From an optimization exercise on the open Yosys and OpenROAD flow, aimed at small area and few clock cycles; shortcuts taken in it are not production practice. The RTL was checked by simulation tests, not by an equivalence proof against the original design. The flow treats the clock pin as an ideal source. Dropping or thinning the clock tree relies on that and would not hold on a real chip. Power and IR drop assume default switching activity.

## run 1
Design tacws, start of the top module:
module tacws (
    input  wire        clk,
    input  wire        rst,           
    input  wire        cmd_valid,
    output wire        cmd_ready,
    input  wire [47:0] cmd_word,
    output wire        rsp_valid,
    output wire [1:0]  rsp_status,
    output wire [15:0] rsp_data,
    output wire        bus_valid,
    output wire        bus_we,
    output wire [2:0]  bus_addr,
    output wire [15:0] bus_wdata,
    input  wire        bus_ready,
    input  wire [15:0] bus_rdata
);
==> flow/config.mk <==
export PLATFORM = sky130hd
export DESIGN_NAME = tacws
export DESIGN_NICKNAME = tacws
export VERILOG_FILES = /design/flow/design.v
export SDC_FILE = /design/flow/constraint.sdc
export NUM_CORES = 4
export LEC_CHECK = 0
export CAP_MARGIN = 0
export CORE_MARGIN = 2
export CORE_UTILIZATION = 40
export GPL_TIMING_DRIVEN = 0
export SLEW_MARGIN = 0
==> flow/constraint.sdc <==
create_clock -name core_clock -period 6.0 [get_ports {clk}]
set_input_delay 1.2000 -clock core_clock [delete_from_list [all_inputs] [get_ports {clk}]]
set_output_delay 1.2000 -clock core_clock [all_outputs]
set_load 0.01 [all_outputs]
standard.sh (not shown) runs the stock make flow with config.mk's settings and CLKGATE_MAP_FILE= SYNTH_SCRIPT=/design/flow/synth_recipe.tcl, a recipe that flattens the netlist after the stock synthesis.
==> flow/flow/run.sh <==
#!/bin/bash
# ORFS layout through the standard.sh, with these changes:
#  - the ABC mapping script (abc_map.script) maps for area: two rounds of
#    choice-based mapping after fraig/scorr/dc2, and none of ABC's
#    buffering or upsizing (the design has timing slack to spare);
#  - the port buffers are plain buf_1 cells;
set -u
W=$(pwd)
rm -rf "$W/scripts_copy"
cp -r "$FLOW_HOME/scripts" "$W/scripts_copy"
cp "$W/flow/abc_map.script" "$W/scripts_copy/abc_speed.script"
CTS="-sink_clustering_enable -repair_clock_nets -dont_use_dummy_load -buf_list sky130_fd_sc_hd__clkbuf_8"
export BUFFER_PORTS_ARGS="-buffer_cell sky130_fd_sc_hd__buf_1"
export CTS_ARGS="$CTS"
export POST_CTS_TCL="$W/flow/post_cts.tcl"
export PRE_GLOBAL_PLACE_TCL="$W/flow/pre_gpl.tcl"
bash standard.sh "SCRIPTS_DIR=$W/scripts_copy" "CTS_ARGS=$CTS" "POST_CTS_TCL=$W/flow/post_cts.tcl" \
  "PRE_GLOBAL_PLACE_TCL=$W/flow/pre_gpl.tcl" \
  "BUFFER_PORTS_ARGS=-buffer_cell sky130_fd_sc_hd__buf_1" finish > standard_flow.log 2>&1
==> flow/flow/abc_map.script <==
strash
&get -n
&fraig -x
&put
scorr
dc2
strash
&get -n
&dch -f
&nf -R 1000
&put
strash
&get -n
&dch -f
&nf -R 1000
&put
topo
stime -c
dnsize -c
==> flow/flow/post_cts.tcl <==
set block [ord::get_db_block]
set db [ord::get_db]
set clknet [$block findNet clk]
set roots {}
foreach it [$clknet getITerms] {
  set inst [$it getInst]
  if {[string match "sky130_fd_sc_hd__clkbuf*" [[$inst getMaster] getName]]} { lappend roots $inst }
}
if {[llength $roots] == 1} {
  set root [lindex $roots 0]
  set rootnet [[$root findITerm X] getNet]
  set leaves {}
  foreach it [$rootnet getITerms] {
    if {[$it getInst] ne $root} { lappend leaves $it }
  }
  if {[llength $leaves] <= 4} {
    foreach it $leaves {
      $it disconnect
      $it connect $clknet
    }
    odb::dbInst_destroy $root
    odb::dbNet_destroy $rootnet
    foreach it $leaves {
      [$it getInst] swapMaster [$db findMaster sky130_fd_sc_hd__buf_6]
    }
    puts "post_cts: removed the root clock buffer; clk drives [llength $leaves] buf_6 leaves"
  } else {
    puts "post_cts: root drives [llength $leaves] pins; tree kept"
  }
} else {
  puts "post_cts: [llength $roots] buffers on clk; tree kept"
}
==> flow/flow/pre_gpl.tcl <==
# Runs before global placement (PRE_GLOBAL_PLACE_TCL). Global placement is
# not timing driven here, so the synthesis buffers that the timing-driven
# mode would remove are removed here instead.
remove_buffers
Testbench counts of run 1, summed over its fixed seeds: cycles 22,002.
[inputs] run 2 vs run 1
Settings: a change of CORE_UTILIZATION from 40 to 55; a deleted GPL_TIMING_DRIVEN that had been 0.
--- a/flow/flow/run.sh
+++ b/flow/flow/run.sh
@@ -14,6 +14,4 @@
 export CTS_ARGS="$CTS"
 export POST_CTS_TCL="$W/flow/post_cts.tcl"
-export PRE_GLOBAL_PLACE_TCL="$W/flow/pre_gpl.tcl"
 bash standard.sh "SCRIPTS_DIR=$W/scripts_copy" "CTS_ARGS=$CTS" "POST_CTS_TCL=$W/flow/post_cts.tcl" \
-  "PRE_GLOBAL_PLACE_TCL=$W/flow/pre_gpl.tcl" \
   "BUFFER_PORTS_ARGS=-buffer_cell sky130_fd_sc_hd__buf_1" finish > standard_flow.log 2>&1
removed: flow/flow/pre_gpl.tcl
## What came out
Relative to run 1, non-clock buffer total of the final layout has gone up in run 2.
Diff run 1..run 2 | total design power | negligible
Delta (run 2 minus run 1): instance count after placement with tap cells included -20; final worst-path setup slack rose by 590 ps; wire length fell 250 um; sequential power dropped about 1%.
In run 2, the fmax came out 21% above the value in run 1.
Of run 1 and run 2, the run reporting the lower sequential share of cell area was run 1.
Re number of cells traversed by the worst register-to-register path: run 1 was lower than run 2.
What run 2 reported for number of placement rows has to be multiplied by 1.17 to get the figure for run 1.
#### Input delta (run 3 over run 2)
Settings: CORE_UTILIZATION changed from 55 to 40.
### Flow results
- [run 3] core utilization fell 18 points relative to run 2
- From run 2 to run 3 the numbers moved as follows: total routed wirelength up 140 um, setup slack was more or less identical, combinational share of power saw little to no change.
- On max-slew headroom at the worst pin, run 3 does better than run 2.
- The flow did not stop early for run 3: all stages ran, and the layout cleared the timing, design-rule and antenna checks.
- Run 2 ended up with sky130_fd_sc_hd__or4_1 as its highest-delay cell along the critical path; run 3 ended up with sky130_fd_sc_hd__nor3_1.

==> separate check: timing with driven ports <==
How much do the figures lean on ideal ports? The routed layouts below were timed once more, with nothing changed but the port constraints.
Step 1 assumes that a clkbuf_16 drives the clock port and a buf_2 every other input.
Step 2 also shifts input and output timing later by t, the mid clock arrival at the registers, as if the neighbouring blocks saw the same clock.
Slacks: no drivers / after step 1 / after step 2; pairs: no drivers / after step 1.
run | t, ns | setup slack, ns | latest minus earliest clock arrival (ns) | slew at the worst register clock pin (ns)
run 1 | 0.170 | 2.578 / 2.582 / 2.442 | 0.025 / 0.025 | 0.10 / 0.10
run 2 | 0.170 | 3.167 / 3.131 / 3.031 | 0.019 / 0.019 | 0.09 / 0.09
run 3 | 0.170 | 3.169 / 3.203 / 3.033 | 0.018 / 0.018 | 0.09 / 0.09
After both steps every run listed still meets setup and hold.
